Background: an optimization exercise with open tools, aiming at small area. Do not read the settings as production practice. RTL that was checked went through simulation tests only; none was proved equivalent to the original. The flow treats the clock pin as an ideal source, which a real chip does not have. Power is estimated from default activity; no workload was simulated.

Design a362m, start of the top module:
module a362m (
    input  wire        clk,
    input  wire        rst_n,
    input  wire        cmd_valid,
    input  wire [39:0] cmd_word,
    output wire        cmd_ready,
    output reg         done_valid,
    output wire [2:0]  done_status,
    output reg  [15:0] rd,
    output reg  [15:0] fx,
    output reg  [15:0] fy,
    output reg  [15:0] fz,
    output reg  [15:0] ft,
    output reg  [63:0] burst_buf,
    output reg  [3:0]  bufn,
    output reg  [7:0]  want,
    output reg  [7:0]  echo,
    output reg  [2:0]  status,
    output reg  [3:0]  err,
    output wire        busy,
    output wire        cs_open,
    output wire        tx_valid,
    output wire [7:0]  tx_byte,
    input  wire        rx_valid,
    input  wire [7:0]  rx_byte,
    input  wire        bus_fail
);
Settings: LEC_CHECK=0, CAP_MARGIN=20, CORE_MARGIN=2, CORE_UTILIZATION=60, PLACE_DENSITY=0.75, SLEW_MARGIN=20, SYNTH_HIERARCHICAL=1; clock period 7.0 ns.
standard.sh (not shown) runs the stock make flow with config.mk's settings and CLKGATE_MAP_FILE= SYNTH_SCRIPT=/design/flow/synth_recipe.tcl, a recipe that flattens the netlist after the stock synthesis.
==> flow/flow/run.sh <==
#!/bin/bash
# The standard flow (standard.sh) with these changes:
#  - synthesis: the standard flow's own synthesis script (synth_recipe.tcl), except that
#    ABC maps the logic with an area-oriented script (flow/area.abc, hooked
#    in by flow/abc_override.tcl); the registers are not touched
#  - input and output port buffers: sky130_fd_sc_hd__buf_1
#  - clock tree: clkbuf_4 buffers, no dummy loads
#  - after CTS: non-critical cells downsized (flow/post_cts.tcl)
# Each tool's output is logged by ORFS under orfs/logs; make's is in
# standard.log.
set -euo pipefail
HERE=$PWD
{
  printf 'set ::env(MY_ABC_SCRIPT) {%s}\n' "$HERE/flow/area.abc"
  cat flow/abc_override.tcl
  cat synth_recipe.tcl
} > synth_area.tcl
sed "s#SYNTH_SCRIPT=[^ ]*#SYNTH_SCRIPT=$HERE/synth_area.tcl#" standard.sh > standard_area.sh
grep -q "SYNTH_SCRIPT=$HERE/synth_area.tcl" standard_area.sh
export BUFFER_PORTS_ARGS="-buffer_cell sky130_fd_sc_hd__buf_1"
export CTS_ARGS="-sink_clustering_enable -repair_clock_nets -dont_use_dummy_load -buf_list sky130_fd_sc_hd__clkbuf_4 -sink_clustering_size 10 -sink_clustering_max_diameter 45"
export POST_CTS_TCL="$HERE/flow/post_cts.tcl"
bash standard_area.sh > standard.log 2>&1
==> flow/flow/abc_override.tcl <==
# ABC maps the logic between the registers with flow/area.abc, an
# area-oriented script, in place of ORFS's speed script; every other
# argument of the call is kept.
proc abc {args} {
  set i [lsearch -exact $args -script]
  if {$i >= 0} {
    set args [lreplace $args [expr {$i + 1}] [expr {$i + 1}] $::env(MY_ABC_SCRIPT)]
  }
  yosys abc {*}$args
}
==> flow/flow/area.abc <==
strash
&get -n
&fraig -x
&put
scorr
dc2
strash
dch -f
map -a
&get -n
&st
&syn2
&dch -f
&nf -a -R 1000
&put
==> flow/flow/post_cts.tcl <==
# After CTS: downsize cells off the critical paths, then repair any slew or
# capacitance limits that broke, and legalize the placement again.
estimate_parasitics -placement
repair_timing -recover_power 100 -verbose
repair_design -slew_margin 20 -cap_margin 20 -verbose
detailed_placement
check_placement -verbose
Change:
--- a/flow/design.v
+++ b/flow/design.v
@@ -40,17 +40,16 @@
                      T_TIME = 3'b011,    
                      T_DATA = 3'b100,    
                      T_WR   = 3'b101,    
                      T_RDFP = 3'b110;    
     reg [1:0]  state;
     reg [2:0]  step;
     reg [3:0]  bidx;         
     reg [4:0]  op;
-    reg        al;           
     reg [7:0]  b [0:7];
     wire [39:0] c   = cmd_word;
     wire [4:0]  cop = c[39:35];
     wire z0  = (c[7:0]   == 8'd0);
     wire z1  = (c[15:8]  == 8'd0);
     wire z2  = (c[23:16] == 8'd0);
     wire z3  = (c[31:24] == 8'd0);
     wire z72 = (c[7:2]   == 6'd0);
@@ -123,30 +122,27 @@
     wire flag    = b[7][3];
     wire o_cfg   = (op[4:1] == 4'b1100);
     wire o_act   = o_cfg & ~op[0];
     wire o_setf  = (op == OP_SETF);
     wire o_rdf   = (op == OP_RDF);
     wire o_rdb   = (op == OP_RDB);
     wire o_xyzt  = (op == OP_RDXYZT);
     wire o_rds12 = (op == OP_RDS12);
-    wire o_rds8  = (op == OP_RDS8);
-    wire o_meas  = (op == OP_MEASON);
-    wire o_srst  = (op == OP_SRESET);
     wire o_wr2   = (op == OP_WR2);
     wire o_rd2   = (op == OP_RD2);
     wire wr_frame = step[0];
     wire off1     = (step == T_VFY);
     wire s2       = (step == T_RDT);
     reg [7:0] f_addr;
     always @(*) begin
         case (step)
-            T_THR: f_addr = o_act ? 8'h20 : 8'h23;
-            T_TIME: f_addr = o_act ? 8'h22 : 8'h25;
-            T_VFY: f_addr = 8'h27;
+            T_THR:   f_addr = o_act ? 8'h20 : 8'h23;
+            T_TIME:  f_addr = o_act ? 8'h22 : 8'h25;
+            T_VFY:   f_addr = 8'h27;
             default: f_addr = o_cfg ? 8'h27 : b[3];
         endcase
     end
     reg [2:0] f_lastj;
     always @(*) begin
         if (step == T_THR || (step == T_TIME && !o_act) ||
             (step == T_WR && o_wr2) ||
             (step == T_DATA && (o_rd2 || o_rds12)))
@@ -166,16 +162,17 @@
     assign done_status = status;
     wire [3:0] bidx_inc = bidx + 4'd1;
     wire last = !hdr && ((step == T_DATA && o_rdb) ? (bidx_inc[2:0] == b[7][2:0])
                                                  : (bidx[2:0] == f_lastj));
     wire hmask = bidx[0] & ~flag & (o_rds12 | o_xyzt);
     wire [7:0] rx_eff = {rx_byte[7:4] & {4{~hmask}}, rx_byte[3:0]} &
                         (o_rdf ? b[2] : 8'hFF);
     wire [2:0] wj = {bidx[2:1], bidx[0] | off1};   
+    wire al = b[1][0];
     wire aligning = !al & b[2][0];
     wire thermo_bad = |(b[2][7:1] & ~b[2][6:0]);
     wire val_bad = o_setf & |(b[0] & ~b[2]);
     wire rot0 = o_setf ? (al | b[2][0]) : (!al & !b[2][0]);
     wire need_vfy = o_cfg | ((op == OP_WRC || op == OP_SETB || o_setf) && b[3] == 8'h27);
     wire [7:0] rx_b0 = (rx_eff & ~(b[2] & {8{s2 & ~o_cfg}})) |
                        (b[0] & {8{s2 & ~o_cfg}}) |
                        ((s2 & o_cfg) ? (op[0] ? (flag ? 8'h0C : 8'h04)
@@ -285,49 +282,48 @@
                 op    <= cop;
                 b[0]  <= c_b0;
                 b[1]  <= c_b1;
                 b[2]  <= c[23:16];
                 b[3]  <= c[31:24] | c_addr;
                 b[7][3:0] <= {(cop[4:1] == 4'b1100) ? c[33] : c[34], c[2:0]};
                 step  <= c_step;
                 bidx  <= c_loop ? 4'd0 : 4'd14;
-                al    <= 1'b0;
             end
             S_XFER: begin
                 if (!bus_fail && rx_valid) begin
                     if (!hdr && !wr_frame) begin
                         if (wj == 3'd0) b[0] <= rx_b0;
                         else b[wj] <= rx_eff;
                     end
                     bidx <= bidx_inc;
                 end
             end
             S_LOOP: begin
                 if (!bidx[3]) begin
                     b[2] <= {b[2][0], b[2][7:1]};
                     if (rot0) b[0] <= {b[0][0], b[0][7:1]};
-                    if (aligning) al <= 1'b1;
+                    if (aligning) b[1][0] <= 1'b1;
                     bidx <= bidx_inc;
                 end else begin
                     bidx <= 4'd14;
                 end
             end
             S_GAP: begin
                 bidx <= 4'd14;
                 case (step)
                     T_THR:  step <= T_TIME;
                     T_TIME: step <= T_RDT;
                     T_RDT:  step <= T_WR;
                     T_WR:   step <= T_VFY;
                     T_VFY:  ;
                     default: begin
                         step <= T_RDFP;
                         bidx <= 4'd0;
-                        al   <= 1'b0;
+                        b[1][0] <= 1'b0;
                     end
                 endcase
             end
         endcase
     end
 endmodule
 module a362m_hold #(parameter W = 8) (
     input  wire [W-1:0] s,
After rerunning: Register-to-register slack is better by 0.75 ns; design area fell by 0.98%; worst setup slack gets better by 0.16 ns; synthesized area decreases by 1.3%; routed wire length is about the same; cell count fell by 1.9%; die area is lower by 1.2%; clock power came out higher by 3.2%; sequential cell count goes down by 1; total power is about the same; clock skew increases by 0.011 ns; sequential power stays flat; global-route usage goes up by 1.3 points; non-clock buffer count goes down by 1.
No functional check of the RTL was part of the first run of this note.

-- re-timing with driven ports --
No port has a modelled driver above. Below, the same layouts with a new extraction and two added sets of constraints.
Step 1 sets driving cells, clkbuf_16 on the clock port and buf_2 on the other inputs (assumed; they add their load-dependent delay and slew).
Step 2 also shifts input and output timing later by t, the mid clock arrival at the registers, as if the neighbouring blocks saw the same clock.
a / b / c = ideal / step 1 / step 2; a / b = the first two.
run	t (ns)	setup WS [ns]	hold slack, ns	clock arrival spread, ns	cell pins on the clock port's net
the first run	0.710	2.442 / 2.401 / 2.582	0.470 / 0.470 / 0.470	0.085 / 0.085	1
the second run	0.641	2.605 / 2.565 / 2.439	0.469 / 0.469 / 0.469	0.097 / 0.097	1
After both steps setup and hold are still met in every run listed. The setup slack of the second run, which loses most, moves by -0.040 ns with the drivers and by -0.166 ns with both steps.
